Context: an optimization exercise on an open-source flow, tuned for small area. The choices shown serve that exercise and are no tape-out recipe. The RTL was checked by simulation tests, not by an equivalence proof against the original design. The flow treats the clock pin as an ideal source. Dropping or thinning the clock tree relies on that and would not hold on a real chip. Power and IR drop assume default switching activity.

## v3
==> flow/design.v <==
module sphc (
    input  wire        clk,
    input  wire        rst,
    input  wire        tick,
    input  wire [1:0]  mode,
    input  wire [19:0] speed,
    input  wire        dir,
    input  wire        stop,
    output wire [7:0]  out,
    output wire [2:0]  pos,
    output wire [19:0] now,
    output wire        halted,
    output wire [1:0]  cause
);
    reg [19:0] tick_cnt;
    reg [19:0] rem;
    reg [3:0]  seq;
    reg [2:0]  pos_r;
    reg        half;       
    reg [3:0]  prv;        
    wire halt = prv[1] & prv[0];
    wire init = pos_r[2] & ~half & ~halt;
    localparam [3:0] FETCH = 4'd2, ADV = 4'd15, WENT = 4'd0, SPIN = 4'd1;
    wire spin = (seq == SPIN);
    wire went = (seq == WENT);
    wire adv  = (seq == ADV);
    wire [19:0] m = spin ? rem : speed;
    wire        z = ~|m;
    wire [20:0] ct, cz;
    assign ct[0] = tick;
    assign cz[0] = tick;
    genvar i;
    generate
        for (i = 0; i < 20; i = i + 1) begin : g_cnt
            assign ct[i+1] = ct[i] & tick_cnt[i];
            assign cz[i+1] = cz[i] & ~m[i];
            always @(posedge clk) begin
                tick_cnt[i] <= ~rst & (tick_cnt[i] ^ ct[i]);
                rem[i]      <= m[i] ^ cz[i];
            end
        end
    endgenerate
    wire h2 = half ? pos_r[2] : pos_r[1];
    wire h1 = half ? pos_r[1] : pos_r[0];
    wire h0 = half & pos_r[0];
    wire ap = (h2 & h1) | (~h2 & ~h1 & ~h0);      
    wire an = (~h2 & h1) | (h2 & ~h1 & ~h0);      
    wire bp = (~h2 & ~h1) | (~h2 & h1 & ~h0);     
    wire bn = (h2 & ~h1) | (h2 & h1 & ~h0);       
    wire [3:0] cur  = {bn, bp, an, ap};
    wire [7:0] row  = {bn, bp, bp, bn, an, ap, ap, an};
    wire pap = prv[0] & ~prv[1];
    wire pan = prv[1] & ~prv[0];
    wire pbp = prv[2] & ~halt;
    wire pbn = prv[3] & ~halt;
    wire [7:0] prow = {pbn, pbp, pbp, pbn, pan, pap, pap, pan};
    genvar k;
    generate
        for (k = 0; k < 4; k = k + 1) begin : g_out
            wire cur_k = (seq >= 3 * k + 6);
            wire prv_k = (seq <= 3 * k + 3);
            assign out[2*k +: 2] = ({2{cur_k}} & row[2*k +: 2]) | ({2{prv_k}} & prow[2*k +: 2]);
        end
    endgenerate
    wire [2:0] pos_step = dir ? pos_r - 3'd1 : pos_r + 3'd1;
    wire       mode_ok  = mode[1] ^ mode[0];
    always @(posedge clk) begin
        if (rst) begin
            seq     <= FETCH;
            pos_r   <= 3'b100;
            half    <= 1'b0;
            prv     <= 4'd0;
        end else begin
            if (init) begin
                if (!mode_ok)
                    prv <= 4'b0111;
                else if (z)
                    prv <= 4'b1011;
                else begin
                    half     <= mode[1];
                    pos_r[2] <= 1'b0;
                end
            end
            if (!halt && !init && (!spin || z))
                seq <= seq + 4'd1;
            if (adv) begin
                pos_r <= {half & pos_step[2], pos_step[1:0]};
                prv   <= cur;
            end
            if (went && z)
                prv <= 4'b1011;
            if (spin && stop && !halt)
                prv <= 4'b1111;
        end
    end
    assign pos    = {pos_r[2] & half, pos_r[1:0]};
    assign now    = tick_cnt;
    assign halted = halt;
    assign cause  = {2{halt}} & prv[3:2];
endmodule
Settings: LEC_CHECK=0, CAP_MARGIN=20, CORE_MARGIN=2, CORE_UTILIZATION=40, SLEW_MARGIN=20; clock period 10.0 ns.
standard.sh (not shown) runs the stock make flow with config.mk's settings and CLKGATE_MAP_FILE= SYNTH_SCRIPT=/design/flow/synth_recipe.tcl, a recipe that flattens the netlist after the stock synthesis.
==> flow/flow/run.sh <==
#!/bin/bash
# Own layout flow: the standard flow (standard.sh) with three changes:
#  - synthesis maps the logic with an area-oriented ABC script (flow/area.abc,
#    via flow/my_synth.tcl) and without the half/full adder cells;
#  - the port buffers are the smallest buffer, sky130_fd_sc_hd__buf_1;
#  - the clock tree is one level of clock buffers driven by the clock port
#    (flow/kbuf.tcl replaces clock_tree_synthesis).
# Each tool's output is in orfs/logs/; this script's in flow_run.log.
set -euo pipefail
here=$(pwd)
exec > >(tee -a "$here/flow_run.log") 2>&1
export AREA_ABC_SCRIPT="$here/flow/area.abc"
export BUFFER_PORTS_ARGS="-buffer_cell sky130_fd_sc_hd__buf_1"
export PRE_CTS_TCL="$here/flow/kbuf.tcl"
export KBUF_COUNT=3 KBUF_CELL=sky130_fd_sc_hd__clkbuf_8 KBUF_CLOCK_PORT=clk
sed -e "s#SYNTH_SCRIPT=[^ ]*#SYNTH_SCRIPT=$here/flow/my_synth.tcl ADDER_MAP_FILE=#" standard.sh > own.sh
grep -q "my_synth.tcl ADDER_MAP_FILE=" own.sh
bash own.sh > standard.log 2>&1
test -f out/final.def
==> flow/flow/kbuf.tcl <==
proc clock_tree_synthesis {args} {
  set cell $::env(KBUF_CELL)
  set k $::env(KBUF_COUNT)
  set db [ord::get_db]
  set block [ord::get_db_block]
  set clknet [[$block findBTerm $::env(KBUF_CLOCK_PORT)] getNet]
  set master [$db findMaster $cell]
  set sinks {}
  foreach it [$clknet getITerms] {
    set loc [[$it getInst] getLocation]
    lappend sinks [list $it [lindex $loc 0] [lindex $loc 1]]
  }
  set n [llength $sinks]
  # initial centres: sinks spread along x
  set sorted [lsort -integer -index 1 $sinks]
  set cx {}; set cy {}
  for {set j 0} {$j < $k} {incr j} {
    set s [lindex $sorted [expr {int(($j + 0.5) * $n / $k)}]]
    lappend cx [lindex $s 1]; lappend cy [lindex $s 2]
  }
  for {set iter 0} {$iter < 20} {incr iter} {
    # nearest centre, at most cap registers per cluster (greedy by distance)
    set cap [expr {($n + $k - 1) / $k}]
    set pairs {}
    set si 0
    foreach s $sinks {
      for {set j 0} {$j < $k} {incr j} {
        lappend pairs [list [expr {abs([lindex $s 1] - [lindex $cx $j]) + abs([lindex $s 2] - [lindex $cy $j])}] $si $j]
      }
      incr si
    }
    for {set j 0} {$j < $k} {incr j} { set load($j) 0 }
    set assign [lrepeat $n -1]
    foreach p [lsort -integer -index 0 $pairs] {
      lassign $p d si j
      if { [lindex $assign $si] >= 0 || $load($j) >= $cap } { continue }
      lset assign $si $j
      incr load($j)
    }
    for {set j 0} {$j < $k} {incr j} { set sx($j) 0; set sy($j) 0; set cnt($j) 0 }
    foreach s $sinks a $assign {
      incr sx($a) [lindex $s 1]; incr sy($a) [lindex $s 2]; incr cnt($a)
    }
    set cx {}; set cy {}
    for {set j 0} {$j < $k} {incr j} {
      if { $cnt($j) == 0 } { set cnt($j) 1 }
      lappend cx [expr {$sx($j) / $cnt($j)}]; lappend cy [expr {$sy($j) / $cnt($j)}]
    }
  }
  for {set j 0} {$j < $k} {incr j} {
    set buf($j) [odb::dbInst_create $block $master clkbuf_leaf_$j]
    set net($j) [odb::dbNet_create $block clknet_leaf_$j]
    $net($j) setSigType CLOCK
    [$buf($j) findITerm X] connect $net($j)
    $buf($j) setLocation [lindex $cx $j] [lindex $cy $j]
    $buf($j) setPlacementStatus PLACED
  }
  foreach s $sinks a $assign {
    set it [lindex $s 0]
    $it disconnect
    $it connect $net($a)
  }
  for {set j 0} {$j < $k} {incr j} { [$buf($j) findITerm A] connect $clknet }
  $clknet setSigType CLOCK
  puts "clock tree: $k x $cell, clusters of [lmap j [lsort -integer [array names cnt]] {set cnt($j)}] clock pins"
  set_propagated_clock [all_clocks]
}
Other scripts of this flow, unchanged in this note and not shown: flow/flow/area.abc, flow/flow/my_synth.tcl
Changes in v6 relative to v3:
--- a/flow/flow/run.sh
+++ b/flow/flow/run.sh
@@ -13,5 +13,5 @@
 export BUFFER_PORTS_ARGS="-buffer_cell sky130_fd_sc_hd__buf_1"
 export PRE_CTS_TCL="$here/flow/kbuf.tcl"
-export KBUF_COUNT=3 KBUF_CELL=sky130_fd_sc_hd__clkbuf_8 KBUF_CLOCK_PORT=clk
+export KBUF_COUNT=2 KBUF_CELL=sky130_fd_sc_hd__clkbuf_16 KBUF_CLOCK_PORT=clk
 sed -e "s#SYNTH_SCRIPT=[^ ]*#SYNTH_SCRIPT=$here/flow/my_synth.tcl ADDER_MAP_FILE=#" standard.sh > own.sh
 grep -q "my_synth.tcl ADDER_MAP_FILE=" own.sh
Results
Maximum frequency delta (v3 -> v6): insignificant. Re number of nets still failing antenna checks after routing: no difference whatsoever between v3 and v6. Comparing the two runs side by side, v6 comes out behind v3 on design area. Per the comparison of v6 with v3, part of the total power dissipated in combinational logic decreased 0.3 points; global-route track usage on met3 was more or less identical.
Changes in v17 relative to v6:
--- a/flow/flow/run.sh
+++ b/flow/flow/run.sh
@@ -13,5 +13,5 @@
 export BUFFER_PORTS_ARGS="-buffer_cell sky130_fd_sc_hd__buf_1"
 export PRE_CTS_TCL="$here/flow/kbuf.tcl"
-export KBUF_COUNT=2 KBUF_CELL=sky130_fd_sc_hd__clkbuf_16 KBUF_CLOCK_PORT=clk
+export KBUF_COUNT=3 KBUF_CELL=sky130_fd_sc_hd__clkbuf_8 KBUF_CLOCK_PORT=clk
 sed -e "s#SYNTH_SCRIPT=[^ ]*#SYNTH_SCRIPT=$here/flow/my_synth.tcl ADDER_MAP_FILE=#" standard.sh > own.sh
 grep -q "my_synth.tcl ADDER_MAP_FILE=" own.sh
--- a/flow/config.mk
+++ b/flow/config.mk
@@ -6,6 +6,6 @@
 export NUM_CORES = 4
 export LEC_CHECK = 0
-export CAP_MARGIN = 20
+export CAP_MARGIN = 0
 export CORE_MARGIN = 2
 export CORE_UTILIZATION = 40
-export SLEW_MARGIN = 20
+export SLEW_MARGIN = 0
--- outcome ---
Comparing cell-internal power for v6 and v17, the bigger number came from v6. Between v17 and v6, the wire length does not differ in any meaningful way. In v17, the fraction of power consumed by the clock network came out 1.8 points below the value in v6. Setup skew after layout: v6 vs v17, no meaningful difference. Re first-pass GRT wire length: v6 and v17 aren't equal, and the lower value belongs to v6. Row post-route minimum period: v17 higher / v6 lower. Delta (v17 minus v6): detailed route wirelength on metal3 moved up, latest clock arrival within the worst-skew pair did not really move, worst setup slack has decreased, via count roughly the same. Compared with v6, v17 shows a final area that is 8.8 µm² lower.
For v13, these inputs were changed with respect to v17:
--- a/flow/config.mk
+++ b/flow/config.mk
@@ -6,6 +6,6 @@
 export NUM_CORES = 4
 export LEC_CHECK = 0
-export CAP_MARGIN = 0
+export CAP_MARGIN = 20
 export CORE_MARGIN = 2
-export CORE_UTILIZATION = 40
-export SLEW_MARGIN = 0
+export CORE_UTILIZATION = 60
+export SLEW_MARGIN = 20
Findings:
- Every run (v17 and v13) finished clean.
- [compare] base=v17 new=v13: setup slack rose 0.072 ns; proportion of power drawn by combinational gates shows no meaningful change; met3 global-route usage increased by 0.69 points relative to the old numbers.
- v13 gives less number of placement rows than v17 did.
- Min delay of the slowest cell on the worst path across v17 and v13: v13
Relative to v13, the following input files were edited for v15:
--- a/flow/config.mk
+++ b/flow/config.mk
@@ -8,4 +8,4 @@
 export CAP_MARGIN = 20
 export CORE_MARGIN = 2
-export CORE_UTILIZATION = 60
+export CORE_UTILIZATION = 25
 export SLEW_MARGIN = 20
v15 vs. v13: total power draw +about 0.4%, switching power +1.6%. Of the two candidates, v13 has the better maximum frequency and v15 the worse one. Relative to v13, the final area measured on v15 has increased by a few percent. What v15 reported for half-perimeter wire length after detailed placement has to be multiplied by 0.858 to get the figure for v13.
In every run of this note, the design's own scripts or RTL, not TritonCTS, make the clock network.

==> re-timing with driven ports <==
No port has a modelled driver above. Below, the same layouts with a new extraction and two added sets of constraints. Step 1 assumes that a clkbuf_16 drives the clock port and a buf_2 every other input. Step 2 moves the port delays by t, midway between the first and last clock arrival at a register: inputs arrive t later, outputs are due t later. That takes back most of the time a late clock gives input paths. Slacks: ideal ports / drivers / drivers and shift; pairs: ideal ports / drivers.
| run | shift t [ns] | setup WS [ns] | latest minus earliest clock arrival (ns) |
|---|---|---|---|
| v3 | 0.205 | 5.370 / 5.397 / 5.192 | 0.008 / 0.008 |
| v6 | 0.207 | 5.380 / 5.407 / 5.201 | 0.008 / 0.007 |
| v17 | 0.205 | 5.370 / 5.397 / 5.192 | 0.008 / 0.008 |
| v13 | 0.205 | 5.442 / 5.465 / 5.260 | 0.002 / 0.002 |
| v15 | 0.211 | 5.327 / 5.356 / 5.145 | 0.017 / 0.018 |
After both steps setup and hold are still met in every run listed.
